This design comes from an exercise in tuning for small area, a short achievable clock period and few clock cycles on the open sky130 flow, not from production work.
Where RTL was checked, it was by simulation tests only, not by an equivalence proof against the original.
The clock port is modelled as an ideal driver; clocking choices that lean on that would not hold on a real chip.
Power is estimated from default activity; no workload was simulated.

v6:
Design rx_framer, start of the top module:
module rx_framer (
    input  wire        clk,
    input  wire        rst,             
    input  wire        poll_valid,
    output reg         poll_ready,
    input  wire        poll_has_byte,   
    input  wire [7:0]  poll_byte,
    input  wire [31:0] poll_now,        
    output reg         resp_valid,
    output reg         resp_inact,      
    output reg         resp_frame_ok,   
    output reg         resp_crc_err,    
    output reg         fo_valid,
    output reg  [7:0]  fo_data
);
    localparam [7:0]  HEADER1     = 8'hAA;
    localparam [7:0]  HEADER2     = 8'h55;
    localparam [7:0]  TERMINATOR  = 8'h0D;
    localparam [7:0]  MAX_PAYLOAD = 8'd121;
    localparam [31:0] INACT_MS    = 32'd1500;
    localparam        NCH         = 121;    
    localparam [1:0]  MAXOUT      = 2'd3;   
    wire accept = poll_valid & poll_ready & ~rst;
    reg [31:0] t_last;
    always @(posedge clk)
        if (accept & poll_has_byte)
            t_last <= poll_now;
    wire [11:0] d_lo   = {1'b0, poll_now[10:0]} - {1'b0, t_last[10:0]};
    wire [20:0] t_hi1  = t_last[31:11] + 21'd1;
    wire        hi_eq0 = poll_now[31:11] == t_last[31:11];
    wire        hi_eq1 = poll_now[31:11] == t_hi1;
    wire        near   = (d_lo[11] ? hi_eq1 : hi_eq0) && (d_lo[10:0] <= INACT_MS[10:0]);
    reg       s0_v, s0_has, s0_e;
    reg [7:0] s0_b;
    reg       s0_h1, s0_h2, s0_ack, s0_len, s0_term;
    always @(posedge clk) begin
        s0_v    <= accept;
        s0_has  <= poll_has_byte;
        s0_e    <= ~near;
        s0_b    <= poll_byte;
        s0_h1   <= poll_byte == HEADER1;
        s0_h2   <= poll_byte == HEADER2;
        s0_ack  <= poll_byte[7:1] == 7'd0;
        s0_len  <= poll_byte <= MAX_PAYLOAD;
        s0_term <= poll_byte == TERMINATOR;
    end
    localparam [3:0] F_IDLE = 4'd0, F_SH1 = 4'd1, F_SH2 = 4'd2, F_SLEN = 4'd3,
                     F_PAY  = 4'd4, F_CLO = 4'd5, F_CHI = 4'd6, F_TERM = 4'd7,
                     F_DISC = 4'd8;
    reg [3:0] fst;
    reg [6:0] rem;           
    reg [6:0] len;           
    reg       ack;           
    reg [3:0] rm;            
  ...
Size in the first run: about 58 I/O pins, ~38000 sq um of cells after synthesis.
clock: 10.0 ns
lec_check: 0
cap_margin: 20
core_margin: 2
core_utilization: 50
cts_cluster_diameter: 150
cts_cluster_size: 25
setup_slack_margin: 5
slew_margin: 20
standard.sh (not shown) runs the stock make flow with config.mk's settings and CLKGATE_MAP_FILE= SYNTH_SCRIPT=/design/flow/synth_recipe.tcl, a recipe that flattens the netlist after the stock synthesis.
==> flow/flow/run.sh <==
#!/bin/bash
# The standard layout (standard synthesis, floorplan, placement, CTS,
# routing), with timing repair aiming below the clock period: repair_timing
# is asked for a setup margin of MARGIN ns at the design's own clock.
set -uo pipefail
MARGIN=${MARGIN:-6.7}
bash standard.sh SETUP_SLACK_MARGIN=$MARGIN finish > standard_flow.log 2>&1
Input-level comparison between v7 and v6:
==> flow/flow/run.sh <==
#!/bin/bash
# The standard layout (standard synthesis, floorplan, placement, CTS,
# routing), with timing repair aiming below the clock period: repair_timing
# is asked for a setup margin of MARGIN ns at the design's own clock.
set -uo pipefail
MARGIN=${MARGIN:-7.0}
bash standard.sh SETUP_SLACK_MARGIN=$MARGIN finish > standard_flow.log 2>&1
Notes after the runs:
- | portion of the layout cell area used by non-clock buffers | lower: v6 |
- Via count of the routed design (v7 vs. v6) decreases slightly
- Per the comparison of v7 with v6, final wirelength has increased, wire length of the first global-routing pass has increased, wire length the detailed router placed on met1 higher, count of input and output buffers closely matched the old numbers.
- Taking v6 as the reference, in v7 final area saw an increase; layout clock buffer count saw an increase; clock power saw little to no change; share of the core filled with cells saw an increase.
No run of this note included a check of the RTL's function; only the layout flow was run.

---

== the baseline ==
rx_framer, a different RTL version from the one above (not shown whole).
Size: about 1,900 cells after synthesis, about 58 I/O pins.
Settings: LEC_CHECK=0, CAP_MARGIN=20, CORE_MARGIN=2, CORE_UTILIZATION=65, CTS_CLUSTER_DIAMETER=150, CTS_CLUSTER_SIZE=25, SETUP_SLACK_MARGIN=5, SLEW_MARGIN=20; clock period 10.0 ns.
==> flow/flow/run.sh <==
#!/bin/bash
# The standard layout (standard synthesis, floorplan, placement, CTS,
# routing), with timing repair aiming below the clock period: repair_timing
# is asked for a setup margin of MARGIN ns at the design's own clock.
set -uo pipefail
MARGIN=${MARGIN:-6.7}
bash standard.sh SETUP_SLACK_MARGIN=$MARGIN finish > standard_flow.log 2>&1
The flow did not stop early for the baseline: all stages ran, and the layout cleared the timing, DRC and antenna checks.
Testbench counts of the baseline, summed over its fixed seeds: cycles 13,352.
> inputs changed (the baseline -> the candidate)
# the baseline
export LEC_CHECK = 0
export CAP_MARGIN = 20
export CORE_MARGIN = 2
export CORE_UTILIZATION = 65
export CTS_CLUSTER_DIAMETER = 150
export CTS_CLUSTER_SIZE = 25
export SETUP_SLACK_MARGIN = 5
export SLEW_MARGIN = 20
create_clock -name core_clock -period 10.0 [get_ports {clk}]
# the candidate
export LEC_CHECK = 0
export CAP_MARGIN = 20
export CORE_MARGIN = 2
export CORE_UTILIZATION = 50
export CTS_CLUSTER_DIAMETER = 150
export CTS_CLUSTER_SIZE = 25
export SETUP_SLACK_MARGIN = 5
export SLEW_MARGIN = 20
create_clock -name core_clock -period 10.0 [get_ports {clk}]
--- outcome ---
The candidate: done, clean on timing, DRC and antenna
The baseline -> the candidate: maximum clock path buffer count delta 0, exact match
The candidate reports a lower wire length on met2 than the baseline does.
[the candidate] maximum number of pins on one net before global-route repair rose about 4.6% relative to the baseline
The candidate against the baseline: worst ir drop on vdd went down 40%, final standard cell utilization of the core went down 16 points, worst path setup slack after routing went up 3.8 ps.
In the tables for the candidate and the baseline, post-route cell area reads higher with the candidate.
| shortest period the worst path allows | the candidate vs the baseline | 3.8 ps lower |
When the candidate is set beside the baseline, its global-route wire length before repair turns out to be 950 um larger.
The candidate vs. the baseline: worst-margin pin slew increased by 32 ps relative to the old numbers, multi-input logic cell count closely matched the old numbers.

---

## run A
rx_framer, a different RTL version from the one above (not shown whole).
For scale: ~1900 cells after synthesis, ~1100 flip-flops, about 58 I/O pins, ~0.038 sq mm of cells after synthesis.
clock: 10.0 ns
lec_check: 0
cap_margin: 20
core_margin: 2
core_utilization: 50
cts_cluster_diameter: 150
cts_cluster_size: 25
setup_slack_margin: 5
slew_margin: 20
==> flow/flow/run.sh <==
#!/bin/bash
# The standard layout (standard synthesis, floorplan, placement, CTS,
# routing) with three changes:
#  - timing repair is asked for a setup margin of MARGIN ns at the design's
#    own clock;
#  - the port buffers that placement inserts on every input and output are
#    buf_2 cells;
#  - before CTS, each register driving an output port's buffer is moved next
#    to that buffer (flow/move_outs.tcl, run as ORFS's PRE_CTS_TCL hook).
set -uo pipefail
MARGIN=${MARGIN:-7.0}
bash standard.sh SETUP_SLACK_MARGIN=$MARGIN \
    "BUFFER_PORTS_ARGS=-buffer_cell sky130_fd_sc_hd__buf_2" \
    "PRE_CTS_TCL=$PWD/flow/move_outs.tcl" \
    finish > standard_flow.log 2>&1
==> flow/flow/move_outs.tcl <==
# Sourced by ORFS's cts.tcl (PRE_CTS_TCL) right after it loads the placed
# design: each register that drives an output port's buffer is moved next to
# that buffer, and the placement is legalized again.
set block [ord::get_db_block]
set moved 0
foreach bt [$block getBTerms] {
  if {[$bt getIoType] != "OUTPUT"} { continue }
  set net [$bt getNet]
  if {$net == "NULL"} { continue }
  set drv ""
  foreach it [$net getITerms] { if {[$it isOutputSignal]} { set drv $it } }
  if {$drv == ""} { continue }
  set buf [$drv getInst]
  set in ""
  foreach it [$buf getITerms] { if {[$it isInputSignal]} { set in $it } }
  if {$in == ""} { continue }
  set n2 [$in getNet]
  set src ""
  foreach it [$n2 getITerms] { if {[$it isOutputSignal]} { set src $it } }
  if {$src == ""} { continue }
  set ff [$src getInst]
  if {![string match "*__df*" [[$ff getMaster] getName]]} { continue }
  set loc [$buf getLocation]
  $ff setLocation [lindex $loc 0] [lindex $loc 1]
  $ff setPlacementStatus PLACED
  incr moved
}
puts "move_outs: moved $moved output registers next to their port buffers"
detailed_placement
check_placement -verbose
Run A: flow completed, timing, DRC and antenna clean
Testbench counts of run A, summed over its fixed seeds: cycles 13,352.
Relative to run A, the following input files were edited for run B:
Settings: changing CORE_UTILIZATION from 50 to 60; setting PLACE_DENSITY to 0.7 for the first time.
==> run notes <==
Run B: done, clean on timing, DRC and antenna. Synthesized area essentially unchanged between run A and run B. The power consumption reported for run B is smaller than that of run A by 0.54%. Final routed DRC violation total: run A vs run B identical. Summary of the comparison: power in the clock group is lower in run B, relative to run A. Compared with run A, run B ends up with a smaller final cell area. The final reports for run B and run A show tap cell count lower in the former. Relative to run A, routed via count decreased by 0.39% in run B. Compared to run A, run B has switching part of the total power 0.36 points lower. Run B ended with more global routing usage summed across all routing layers than run A. Port buffer count: run B vs run A identical.
Edits applied to the flow inputs when going from run B to run C:
Settings: swapping 60 for 65 in CORE_UTILIZATION; swapping 0.7 for 0.75 in PLACE_DENSITY.
==> flow/flow/run.sh <==
#!/bin/bash
# The standard layout (standard synthesis, floorplan, placement, CTS,
# routing) with two changes: timing repair is asked for a setup margin of
# MARGIN ns at the design's own clock, and the port buffers that placement
# inserts on every input and output are buf_2 cells.
set -uo pipefail
MARGIN=${MARGIN:-7.0}
bash standard.sh SETUP_SLACK_MARGIN=$MARGIN \
    "BUFFER_PORTS_ARGS=-buffer_cell sky130_fd_sc_hd__buf_2" \
    finish > standard_flow.log 2>&1
removed: flow/flow/move_outs.tcl
==> run notes <==
- Run C | status: complete | timing, DRC, antenna: pass
- Die outline area (lower): run C
- Higher first-pass GRT wire length among run C and run B: run C
- Between run B and run C, number of gates given a new drive strength after cts decreased.
- Run C consumes more power than run B does.
- [compare] base=run B new=run C: upper clock frequency limit now smaller, delay contributed by the slowest stage of the critical path saw an increase.

---

The RTL this note starts from:
==> flow/design.v <==
module rx_framer (
    input  wire        clk,
    input  wire        rst,             
    input  wire        poll_valid,
    output reg         poll_ready,
    input  wire        poll_has_byte,   
    input  wire [7:0]  poll_byte,
    input  wire [31:0] poll_now,        
    output reg         resp_valid,
    output reg         resp_inact,      
    output reg         resp_frame_ok,   
    output reg         resp_crc_err,    
    output reg         fo_valid,
    output reg  [7:0]  fo_data
);
    localparam [7:0]  HEADER1     = 8'hAA;
    localparam [7:0]  HEADER2     = 8'h55;
    localparam [7:0]  TERMINATOR  = 8'h0D;
    localparam [7:0]  MAX_PAYLOAD = 8'd121;
    localparam [31:0] INACT_MS    = 32'd1500;
    localparam        NCH         = 121;    
    localparam [1:0]  MAXOUT      = 2'd3;   
    wire accept = poll_valid & poll_ready & ~rst;
    reg [31:0] t_last;
    always @(posedge clk)
        if (accept & poll_has_byte)
            t_last <= poll_now;
    wire [20:0] t_hi1  = t_last[31:11] + 21'd1;
    wire [11:0] t_up   = {1'b0, t_last[10:0]} + 12'd1500;
    wire [11:0] t_dn   = {1'b0, t_last[10:0]} - 12'd548;
    wire [1:0]  c_eq0  = {poll_now[31:22] == t_last[31:22], poll_now[21:11] == t_last[21:11]};
    wire [1:0]  c_eq1  = {poll_now[31:22] == t_hi1[20:11],  poll_now[21:11] == t_hi1[10:0]};
    wire        c_ge   = poll_now[10:0] >= t_last[10:0];
    wire        c_up   = t_up[11] || poll_now[10:0] <= t_up[10:0];
    wire        c_dn   = !t_dn[11] && poll_now[10:0] <= t_dn[10:0];
    reg       s0_v, s0_has;
    reg [1:0] s0_eq0, s0_eq1;
    reg       s0_ge, s0_up, s0_dn;
    reg [7:0] s0_b;
    reg       s0_h1, s0_h2, s0_ack, s0_len, s0_term;
    always @(posedge clk) begin
        s0_v    <= accept;
        s0_has  <= poll_has_byte;
        s0_eq0  <= c_eq0;
        s0_eq1  <= c_eq1;
        s0_ge   <= c_ge;
        s0_up   <= c_up;
        s0_dn   <= c_dn;
        s0_b    <= poll_byte;
        s0_h1   <= poll_byte == HEADER1;
        s0_h2   <= poll_byte == HEADER2;
        s0_ack  <= poll_byte[7:1] == 7'd0;
        s0_len  <= poll_byte <= MAX_PAYLOAD;
        s0_term <= poll_byte == TERMINATOR;
    end
    localparam [3:0] F_IDLE = 4'd0, F_SH1 = 4'd1, F_SH2 = 4'd2, F_SLEN = 4'd3,
                     F_PAY  = 4'd4, F_CLO = 4'd5, F_CHI = 4'd6, F_TERM = 4'd7,
                     F_DISC = 4'd8;
    reg [3:0] fst;
    reg [6:0] rem;           
    reg       ack;           
    reg [3:0] rm;            
    reg [2:0] pins;          
    wire [6:0] len = {rm, 3'd0} - {4'd0, pins} + 7'd1;    
    reg       s1_v, s1_inact, s1_done;
    wire      near  = (&s0_eq0 & s0_ge & s0_up) | (&s0_eq1 & ~s0_ge & s0_dn);
    wire      inact = s0_v && (fst != F_IDLE) && !near;
    wire [3:0] fst0 = inact ? F_IDLE : fst;
    reg [3:0] fst_n;
    reg       wr_n, cload_n, cstep_n, clo_n, chi_n, done_n;
    always @(*) begin
        fst_n   = fst0;
        wr_n    = 1'b0;
        cload_n = 1'b0;
        cstep_n = 1'b0;
        clo_n   = 1'b0;
        chi_n   = 1'b0;
        done_n  = 1'b0;
        if (s0_has) begin
            case (fst0)
                F_IDLE: if (s0_h1) fst_n = F_SH1;
                F_SH1:
                    if (s0_h2)      fst_n = F_SH2;
                    else if (s0_h1) fst_n = F_SH1;
                    else            fst_n = F_IDLE;
                F_SH2:
                    if (s0_ack)     fst_n = F_SLEN;
                    else if (s0_h1) fst_n = F_SH1;
                F_SLEN:
                    if (s0_len) begin
                        fst_n = (s0_b[6:0] == 7'd0) ? F_CLO : F_PAY;
                        cload_n = 1'b1;
                    end else if (s0_h1) fst_n = F_SH1;
                    else fst_n = F_IDLE;
                F_PAY: begin
                    if (rem == 7'd1) fst_n = F_CLO;
                    cstep_n = 1'b1; wr_n = 1'b1;
                end
                F_CLO: begin fst_n = F_CHI; clo_n = 1'b1; end
                F_CHI: begin fst_n = F_TERM; chi_n = 1'b1; end
                F_TERM:
                    if (s0_term) begin fst_n = F_IDLE; done_n = 1'b1; end
                    else fst_n = F_DISC;
                default:  
                    if (s0_h1) fst_n = F_SH1;
            endcase
        end
    end
    wire [6:0] lm1 = s0_b[6:0] - 7'd1;
    wire rem_load = s0_v && s0_has && fst0 == F_SLEN;
    wire rem_dec  = s0_v && s0_has && fst0 == F_PAY;
    always @(posedge clk) begin
        if (rst) begin
            fst  <= F_IDLE;
            s1_v <= 1'b0;
        end else begin
            s1_v <= s0_v;
            if (s0_v) begin
                fst <= fst_n;
                if (s0_has && fst0 == F_SH2) ack <= s0_b[0];
                if (s0_has && fst0 == F_SLEN) begin
                    rm   <= lm1[6:3] + {3'd0, lm1[2:0] != 3'd0};
                    pins <= 3'd0 - lm1[2:0];
                end
            end
        end
        s1_inact <= inact;
        s1_done  <= s0_v & done_n;
    end
    localparam [15:0] CRC_A0 = 16'hB06E, CRC_A1 = 16'h70AF;
    reg [15:0] crc;
    reg        crc_ok;
    reg [15:0] crc_step;
    integer k;
    always @(*) begin
        crc_step = (cload_n ? (ack ? CRC_A1 : CRC_A0) : crc) ^ {8'h00, s0_b};
        for (k = 0; k < 8; k = k + 1)
            crc_step = crc_step[0] ? ((crc_step >> 1) ^ 16'hA001) : (crc_step >> 1);
    end
    always @(posedge clk) begin
        if (s0_v & (cload_n | cstep_n))
            crc <= crc_step;
        if (s0_v & clo_n)
            crc_ok <= (s0_b == crc[7:0]);
        if (s0_v & chi_n)
            crc_ok <= crc_ok & (s0_b == crc[15:8]);
    end
    reg [6:0] ph;                      
    wire oshift = ph[3];               
    wire ch_en  = (s0_v & wr_n) | oshift;    
    reg [8*NCH-1:0] chain;
    integer i;
    always @(posedge clk)
        if (ch_en) begin
            chain[7:0] <= s0_b;
            for (i = 1; i < NCH; i = i + 1)
                chain[8*i +: 8] <= (i < 8 && i <= pins) ? s0_b : chain[8*(i-1) +: 8];
        end
    wire r_v     = s1_v;
    wire r_inact = s1_inact;
    wire r_ok    = s1_done & crc_ok;
    wire r_err   = s1_done & ~crc_ok;
    reg [1:0] q_inact;                 
    reg [1:0] q_n;
    reg       busy;
    reg [1:0] nout;                    
    wire q_ne = (q_n != 2'd0);
    wire src_v     = q_ne | r_v;
    wire src_inact = q_ne ? q_inact[0] : r_inact;
    wire src_ok    = ~q_ne & r_ok;
    wire src_err   = ~q_ne & r_err;
    wire take  = ~busy & src_v;        
    wire pop   = take & q_ne;
    wire push  = r_v & (busy | q_ne);
    wire start = take & src_ok;
    wire [15:0] rsel = 16'd1 << rm;
    reg [7:0] ch_rd;
    integer g;
    always @(*) begin
        ch_rd = 8'h00;
        for (g = 0; g < 16; g = g + 1)
            ch_rd = ch_rd | (chain[64*g +: 8] & {8{rsel[g]}});
    end
    wire resp_n = busy ? ph[6] : (take & ~src_ok);
    reg [6:0] ph_n;
    always @(*) begin
        if (~busy)
            ph_n = start ? 7'b0000001 : 7'b0000000;
        else if (ph[3])
            ph_n = (rem == 7'd1) ? 7'b0010000 : 7'b0001000;
        else if (ph[2] && len == 7'd0)
            ph_n = 7'b0010000;
        else
            ph_n = {ph[5:0], 1'b0};
    end
    always @(posedge clk) begin
        if (start)
            rem <= len;
        else if (oshift)
            rem <= rem - 7'd1;
        else if (rem_load)
            rem <= s0_b[6:0];
        else if (rem_dec)
            rem <= rem - 7'd1;
    end
    always @(posedge clk) begin
        if (rst) begin
            q_n        <= 2'd0;
            busy       <= 1'b0;
            ph         <= 7'd0;
            resp_valid <= 1'b0;
            fo_valid   <= 1'b0;
            nout       <= 2'd0;
            poll_ready <= 1'b1;
        end else begin
            if (pop) begin
                q_inact <= {1'b0, q_inact[1]};
            end
            if (push) begin
                if (q_n - {1'b0, pop} == 2'd0)
                    q_inact[0] <= r_inact;
                else
                    q_inact[1] <= r_inact;
            end
            q_n <= q_n + {1'b0, push} - {1'b0, pop};
            resp_valid <= resp_n;
            fo_valid   <= busy | start;
            ph         <= ph_n;
            if (busy) begin
                if (ph[6]) busy <= 1'b0;
            end else if (start) begin
                busy       <= 1'b1;
            end
            nout       <= nout + {1'b0, s0_v} - {1'b0, resp_n};
            poll_ready <= ({1'b0, nout} + {2'b0, s0_v} - {2'b0, resp_n} + {2'b0, poll_ready})
                          < {1'b0, MAXOUT};
        end
    end
    always @(posedge clk) begin
        if (busy) begin
            resp_inact    <= 1'b0;
            resp_frame_ok <= 1'b1;
            resp_crc_err  <= 1'b0;
        end else begin
            resp_inact    <= src_inact;
            resp_frame_ok <= 1'b0;
            resp_crc_err  <= src_err;
        end
        case (1'b1)
            ~busy:  fo_data <= HEADER1;
            ph[0]:  fo_data <= HEADER2;
            ph[1]:  fo_data <= {7'd0, ack};
            ph[2]:  fo_data <= {1'b0, len};
            ph[3]:  fo_data <= ch_rd;
            ph[4]:  fo_data <= crc[7:0];
            ph[5]:  fo_data <= crc[15:8];
            default: fo_data <= TERMINATOR;
        endcase
    end
endmodule
Settings: LEC_CHECK=0, CAP_MARGIN=20, CORE_MARGIN=2, CORE_UTILIZATION=50, CTS_CLUSTER_DIAMETER=150, CTS_CLUSTER_SIZE=25, SETUP_SLACK_MARGIN=5, SLEW_MARGIN=20; clock period 10.0 ns.
==> flow/flow/run.sh <==
#!/bin/bash
# The standard layout (standard synthesis, floorplan, placement, CTS,
# routing) with three changes:
#  - timing repair is asked for a setup margin of MARGIN ns at the design's
#    own clock;
#  - the port buffers that placement inserts on every input and output are
#    buf_2 cells;
#  - before CTS, each register driving an output port's buffer is moved next
#    to that buffer (flow/move_outs.tcl, run as ORFS's PRE_CTS_TCL hook).
set -uo pipefail
MARGIN=${MARGIN:-6.8}
bash standard.sh SETUP_SLACK_MARGIN=$MARGIN \
    "BUFFER_PORTS_ARGS=-buffer_cell sky130_fd_sc_hd__buf_2" \
    "PRE_CTS_TCL=$PWD/flow/move_outs.tcl" \
    finish > standard_flow.log 2>&1
==> flow/flow/move_outs.tcl <==
# Sourced by ORFS's cts.tcl (PRE_CTS_TCL) right after it loads the placed
# design: each register that drives an output port's buffer is moved next to
# that buffer, and the placement is legalized again.
set block [ord::get_db_block]
set moved 0
foreach bt [$block getBTerms] {
  if {[$bt getIoType] != "OUTPUT"} { continue }
  set net [$bt getNet]
  if {$net == "NULL"} { continue }
  set drv ""
  foreach it [$net getITerms] { if {[$it isOutputSignal]} { set drv $it } }
  if {$drv == ""} { continue }
  set buf [$drv getInst]
  set in ""
  foreach it [$buf getITerms] { if {[$it isInputSignal]} { set in $it } }
  if {$in == ""} { continue }
  set n2 [$in getNet]
  set src ""
  foreach it [$n2 getITerms] { if {[$it isOutputSignal]} { set src $it } }
  if {$src == ""} { continue }
  set ff [$src getInst]
  if {![string match "*__df*" [[$ff getMaster] getName]]} { continue }
  set loc [$buf getLocation]
  $ff setLocation [lindex $loc 0] [lindex $loc 1]
  $ff setPlacementStatus PLACED
  incr moved
}
puts "move_outs: moved $moved output registers next to their port buffers"
detailed_placement
check_placement -verbose
The starting point went through all stages and came out clean.
Testbench counts at the start, summed over its fixed seeds: cycles 13,352.
Edit:
--- a/flow/flow/run.sh
+++ b/flow/flow/run.sh
@@ -9,5 +9,5 @@
 #    to that buffer (flow/move_outs.tcl, run as ORFS's PRE_CTS_TCL hook).
 set -uo pipefail
-MARGIN=${MARGIN:-6.8}
+MARGIN=${MARGIN:-7.0}
 bash standard.sh SETUP_SLACK_MARGIN=$MARGIN \
     "BUFFER_PORTS_ARGS=-buffer_cell sky130_fd_sc_hd__buf_2" \
The new run finished with timing, DRC and antenna clean.
Synthesized area is unchanged.
First-iteration DRC count went down by about 10%.
Setup slack is better by 35 ps.
Die area is unchanged.
Worst hold slack barely changes.
Wire length goes down by about 0.7%.
Global-route usage hardly moves.
Sequential cell count is unchanged.
Critical path depth is unchanged.
Fmax climbs by about 1.2%.
Power hardly moves.

==> port drivers added, routing unchanged <==
In the flow no input, the clock included, has a driving cell. The finished layouts below were timed again as built, in two steps. Step 1 assumes that a clkbuf_16 drives the clock port and a buf_2 every other input. Step 2 moves the port delays by t, midway between the first and last clock arrival at a register: inputs arrive t later, outputs are due t later. That takes back most of the time a late clock gives input paths. Three values: no drivers, after step 1, after step 2; two values: the first two.
run | t (ns) | setup slack, ns | worst register clock-pin slew, ns
v6 | 0.696 | 6.487 / 6.525 / 5.829 | 0.11 / 0.11
v7 | 0.684 | 6.399 / 6.432 / 5.748 | 0.11 / 0.11
the baseline | 0.679 | 6.741 / 6.722 / 6.099 | 0.11 / 0.11
the candidate | 0.681 | 6.744 / 6.704 / 6.097 | 0.10 / 0.10
run A | 0.683 | 6.906 / 6.841 / 6.478 | 0.10 / 0.10
run B | 0.682 | 6.912 / 6.850 / 6.569 | 0.10 / 0.10
run C | 0.692 | 6.865 / 6.801 / 6.493 | 0.10 / 0.10
the first run of note 4 | 0.673 | 6.894 / 6.832 / 6.358 | 0.10 / 0.10
the second run of note 4 | 0.680 | 6.930 / 6.865 / 6.492 | 0.11 / 0.11
After both steps every run listed still meets setup and hold. The setup slack of v6, which loses most, moves by +0.038 ns with the drivers and by -0.658 ns with both steps.
